Background: an optimization exercise with open tools, aiming at small area, a short achievable clock period and few clock cycles per item. Do not read the settings as production practice. In this exercise RTL edits were held to simulation tests only and were not proved equivalent to the original. No activity file was given, so power comes from the tool's default toggle rates.

==> flow/design.v <==
module ssdp_fwd (
    input  wire         clk,
    input  wire         rst,
    input  wire         cfg_we,
    input  wire [2:0]   cfg_port,
    input  wire [12:0]  cfg_vlan,
    input  wire         st_we,
    input  wire [2:0]   st_port,
    input  wire         st_fwd,
    input  wire [1:0]   tt_policy,
    input  wire         in_valid,
    output reg          in_ready,
    input  wire [2:0]   in_port,
    input  wire [10:0]  in_len,
    input  wire [143:0] in_hdr,
    output reg          out_valid,
    input  wire         out_ready,
    output reg  [1:0]   out_class,
    output reg  [2:0]   out_port,
    output reg  [11:0]  out_vid,
    output reg  [23:0]  out_sel
);
    localparam NP = 8;
    localparam NE = 32;
    reg [12:0]   port_vlan [0:NP-1];
    reg [NP-1:0] port_fwd;
    reg [NE-1:0] ent_valid;
    reg [47:0]   ent_key  [0:NE-1];
    reg [2:0]    ent_port [0:NE-1];
    wire [15:0] in_t0  = in_hdr[47:32];
    wire [15:0] in_t1  = in_hdr[15:0];
    wire        in_tag = (in_t0 == 16'h8200);
    wire        in_mal = (in_len < 11'd14) || (in_tag && (in_len < 11'd18));
    wire        in_ctl = ((in_tag ? in_t1 : in_t0) == 16'd38);
    wire        in_ptrunk = port_vlan[in_port][12];
    wire [11:0] in_vid    = in_ptrunk ? in_hdr[27:16] : port_vlan[in_port][11:0];
    wire [1:0]  in_class  = in_mal ? 2'd0 : in_ctl ? 2'd1 : (in_ptrunk && !in_tag) ? 2'd3 : 2'd2;
    reg         a_v;
    reg [47:0]  a_dst, a_src;
    reg [47:0]  a_dst_n, a_src_n;    
    reg [2:0]   a_p;
    reg         a_ptrunk;
    reg [11:0]  a_vid;
    reg [1:0]   a_class;
    always @(posedge clk) begin
        a_dst    <= in_hdr[143:96];
        a_src    <= in_hdr[95:48];
        a_dst_n  <= ~in_hdr[143:96];
        a_src_n  <= ~in_hdr[95:48];
        a_p      <= in_port;
        a_ptrunk <= in_ptrunk;
        a_vid    <= in_vid;
        a_class  <= in_class;
    end
    reg          b_v;
    reg          b_learn;        
    reg [NE-1:0] b_hs;           
    reg [NE-1:0] b_alloc;        
    wire         b_shit = |b_hs;
    wire         b_new  = b_learn && !b_shit;
    wire [NE-1:0] valid = ent_valid | (b_new ? b_alloc : {NE{1'b0}});
    reg [NE-1:0] hs, hd;
    integer i;
    always @(*) begin
        for (i = 0; i < NE / 2; i = i + 1) begin
            hs[i] = valid[i] && (ent_key[i] == a_src);
            hd[i] = valid[i] && (ent_key[i] == a_dst);
        end
        for (i = NE / 2; i < NE; i = i + 1) begin
            hs[i] = valid[i] && (ent_key[i] == ~a_src_n);
            hd[i] = valid[i] && (ent_key[i] == ~a_dst_n);
        end
    end
    wire [NE-1:0] alloc = ~valid & {valid[NE-2:0], 1'b1};
    wire          full  = valid[NE-1];
    wire          learn = a_v && a_class[1];      
    integer j;
    always @(posedge clk) begin
        for (j = 0; j < NE; j = j + 1) begin
            if (learn && alloc[j]) ent_key[j] <= (j < NE / 2) ? a_src : ~a_src_n;
            if (b_learn && (b_hs[j] || b_alloc[j])) ent_port[j] <= b_p;
        end
        if (cfg_we)
            port_vlan[cfg_port] <= cfg_vlan;
    end
    reg [23:0] base;
    integer q;
    always @(*) begin
        for (q = 0; q < NP; q = q + 1) begin
            base[3*q +: 3] = 3'd0;
            if ((a_class == 2'd2) && (a_p != q[2:0]) && (!port_vlan[q][12] || port_fwd[q])) begin
                if (port_vlan[q][12]) begin
                    if (!a_ptrunk)
                        base[3*q +: 3] = 3'd2;
                    else if (tt_policy == 2'd1)
                        base[3*q +: 3] = 3'd4;
                    else if (tt_policy == 2'd2)
                        base[3*q +: 3] = 3'd2;
                    else
                        base[3*q +: 3] = 3'd1;
                end else if (a_vid == port_vlan[q][11:0]) begin
                    base[3*q +: 3] = a_ptrunk ? 3'd3 : 3'd1;
                end
            end
        end
    end
    reg [NE-1:0] b_hd;           
    reg          b_self;         
    reg          b_bcast;
    reg          b_full;         
    reg [2:0]    b_p;
    reg [11:0]   b_vid;
    reg [1:0]    b_class;
    reg [23:0]   b_base;
    always @(posedge clk) begin
        b_hd     <= hd;
        b_hs     <= hs;
        b_alloc  <= alloc;
        b_self   <= (a_dst == a_src);
        b_bcast  <= &a_dst;
        b_full   <= full;
        b_p      <= a_p;
        b_vid    <= a_vid;
        b_class  <= a_class;
        b_base   <= base;
    end
    reg [2:0] hport;
    integer k;
    always @(*) begin
        hport = 3'd0;
        for (k = 0; k < NE; k = k + 1)
            if (b_hd[k]) hport = hport | ent_port[k];
    end
    wire        b_none  = b_self && !b_bcast && (!b_full || b_shit);
    wire        unicast = !b_self && !b_bcast && (|b_hd);
    reg [23:0] sel;
    integer r;
    always @(*) begin
        for (r = 0; r < NP; r = r + 1)
            sel[3*r +: 3] = (!b_none && (!unicast || hport == r[2:0])) ? b_base[3*r +: 3] : 3'd0;
    end
    wire [40:0] result = {b_class, b_p, b_vid, sel};
    reg [40:0] sk0, sk1, sk2;
    reg [2:0]  skr, skw;         
    reg [1:0]  sc;               
    wire       o_free  = !out_valid || out_ready;
    wire       sk_any  = (sc != 2'd0);
    wire       sk_pop  = o_free && sk_any;
    wire       sk_push = b_v && (!o_free || sk_any);
    wire [1:0] sc_n    = sc + {1'b0, sk_push} - {1'b0, sk_pop};
    wire       ov_n    = o_free ? (sk_any || b_v) : 1'b1;
    wire       acc     = in_valid && in_ready;
    wire [2:0] kept  = {2'b0, a_v} + {2'b0, b_v} + {1'b0, sc};
    wire       held  = out_valid && !out_ready;
    wire       rdy_n = (kept <= 3'd1) || ((kept == 3'd2) && !(acc && held)) ||
                       ((kept == 3'd3) && !acc && !held);
    wire [40:0] sk_head = ({41{skr[0]}} & sk0) | ({41{skr[1]}} & sk1) | ({41{skr[2]}} & sk2);
    always @(posedge clk) begin
        if (o_free)
            {out_class, out_port, out_vid, out_sel} <= sk_any ? sk_head : result;
        if (sk_push && skw[0]) sk0 <= result;
        if (sk_push && skw[1]) sk1 <= result;
        if (sk_push && skw[2]) sk2 <= result;
    end
    always @(posedge clk) begin
        if (rst) begin
            a_v       <= 1'b0;
            b_v       <= 1'b0;
            b_learn   <= 1'b0;
            in_ready  <= 1'b1;
            out_valid <= 1'b0;
            sc        <= 2'd0;
            skr       <= 3'b001;
            skw       <= 3'b001;
            ent_valid <= {NE{1'b0}};
            port_fwd  <= {NP{1'b1}};
        end else begin
            a_v       <= acc;
            b_v       <= a_v;
            b_learn   <= learn;
            out_valid <= ov_n;
            sc        <= sc_n;
            in_ready  <= rdy_n;
            if (sk_push) skw <= {skw[1:0], skw[2]};
            if (sk_pop)  skr <= {skr[1:0], skr[2]};
            if (st_we)
                port_fwd[st_port] <= st_fwd;
            if (b_new)
                ent_valid <= ent_valid | b_alloc;
        end
    end
endmodule
clock: 8.0 ns
lec_check: 0
cap_margin: 20
core_margin: 2
core_utilization: 65
cts_cluster_diameter: 100
cts_cluster_size: 25
setup_slack_margin: 5.0
slew_margin: 20
tns_end_percent: 100
standard.sh (not shown) runs the stock make flow with config.mk's settings and CLKGATE_MAP_FILE= SYNTH_SCRIPT=/design/flow/synth_recipe.tcl, a recipe that flattens the netlist after the stock synthesis.
==> flow/flow/run.sh <==
#!/bin/bash
# The standard layout (the standard.sh, standard synthesis included), with
# one change: the port buffers that buffer_ports inserts are
# sky130_fd_sc_hd__buf_2 cells. By default it picks clkdlybuf4s50_1, a delay
# cell of about 0.5 ns that the later repair steps cannot resize, and that sits
# on every path from an input or to an output.
set -euo pipefail
export BUFFER_PORTS_ARGS="-buffer_cell sky130_fd_sc_hd__buf_2"
bash standard.sh > standard.log 2>&1
Testbench counts at the start, summed over its fixed seeds: cycles 32,144, frames 32,000.
Next try:
--- a/flow/design.v
+++ b/flow/design.v
@@ -34,22 +34,19 @@
     wire        in_ctl = ((in_tag ? in_t1 : in_t0) == 16'd38);
     wire        in_ptrunk = port_vlan[in_port][12];
     wire [11:0] in_vid    = in_ptrunk ? in_hdr[27:16] : port_vlan[in_port][11:0];
     wire [1:0]  in_class  = in_mal ? 2'd0 : in_ctl ? 2'd1 : (in_ptrunk && !in_tag) ? 2'd3 : 2'd2;
     reg         a_v;
     reg [47:0]  a_dst, a_src;
-    reg [47:0]  a_dst_n, a_src_n;    
     reg [2:0]   a_p;
     reg         a_ptrunk;
     reg [11:0]  a_vid;
     reg [1:0]   a_class;
     always @(posedge clk) begin
         a_dst    <= in_hdr[143:96];
         a_src    <= in_hdr[95:48];
-        a_dst_n  <= ~in_hdr[143:96];
-        a_src_n  <= ~in_hdr[95:48];
         a_p      <= in_port;
         a_ptrunk <= in_ptrunk;
         a_vid    <= in_vid;
         a_class  <= in_class;
     end
     reg          b_v;
@@ -59,28 +56,24 @@
     wire         b_shit = |b_hs;
     wire         b_new  = b_learn && !b_shit;
     wire [NE-1:0] valid = ent_valid | (b_new ? b_alloc : {NE{1'b0}});
     reg [NE-1:0] hs, hd;
     integer i;
     always @(*) begin
-        for (i = 0; i < NE / 2; i = i + 1) begin
+        for (i = 0; i < NE; i = i + 1) begin
             hs[i] = valid[i] && (ent_key[i] == a_src);
             hd[i] = valid[i] && (ent_key[i] == a_dst);
-        end
-        for (i = NE / 2; i < NE; i = i + 1) begin
-            hs[i] = valid[i] && (ent_key[i] == ~a_src_n);
-            hd[i] = valid[i] && (ent_key[i] == ~a_dst_n);
         end
     end
     wire [NE-1:0] alloc = ~valid & {valid[NE-2:0], 1'b1};
     wire          full  = valid[NE-1];
     wire          learn = a_v && a_class[1];      
     integer j;
     always @(posedge clk) begin
         for (j = 0; j < NE; j = j + 1) begin
-            if (learn && alloc[j]) ent_key[j] <= (j < NE / 2) ? a_src : ~a_src_n;
+            if (learn && alloc[j]) ent_key[j] <= a_src;
             if (b_learn && (b_hs[j] || b_alloc[j])) ent_port[j] <= b_p;
         end
         if (cfg_we)
             port_vlan[cfg_port] <= cfg_vlan;
     end
     reg [23:0] base;
The new run produced a clean layout.
Setup slack gets better by 0.072 ns.
Wire length shrinks by 14%.
Final area decreases by 6.6%.
Total power drops by 5.1%.
Non-clock buffer count drops by 362.
Final cell count came out lower by 6.2%.
Area after synthesis falls by 2.4%.
Combinational power went down by 20%.
Testbench counts after the change, summed over its fixed seeds: cycles 32,144, frames 32,000.

## separate check: timing with driven ports
The flow's constraints put no driver on any port. The routed layouts listed below were extracted and timed again, unchanged, in two steps. Step 1 (the two cells are an assumption about what drives the block):
set clk [get_ports {clk}]
set_driving_cell -lib_cell sky130_fd_sc_hd__clkbuf_16 $clk
set_driving_cell -lib_cell sky130_fd_sc_hd__buf_2 [delete_from_list [all_inputs] $clk]
Step 2 adds t to the input delays and takes it off the output delays; t is the mean of the earliest and latest rising clock arrival at the registers after step 1. Input paths then give back, and output paths get back, about the clock's delay inside the block. a / b / c = ideal / step 1 / step 2; a / b = the first two.
| run | shift t [ns] | setup slack, ns | worst register clock-pin slew, ns |
|---|---|---|---|
| the first run | 0.879 | 4.756 / 4.756 / 4.266 | 0.12 / 0.12 |
| the second run | 0.867 | 4.828 / 4.828 / 4.483 | 0.12 / 0.12 |
After both steps every run listed still meets setup and hold. The setup slack of the first run, which loses most, moves by 0.000 ns with the drivers and by -0.490 ns with both steps.
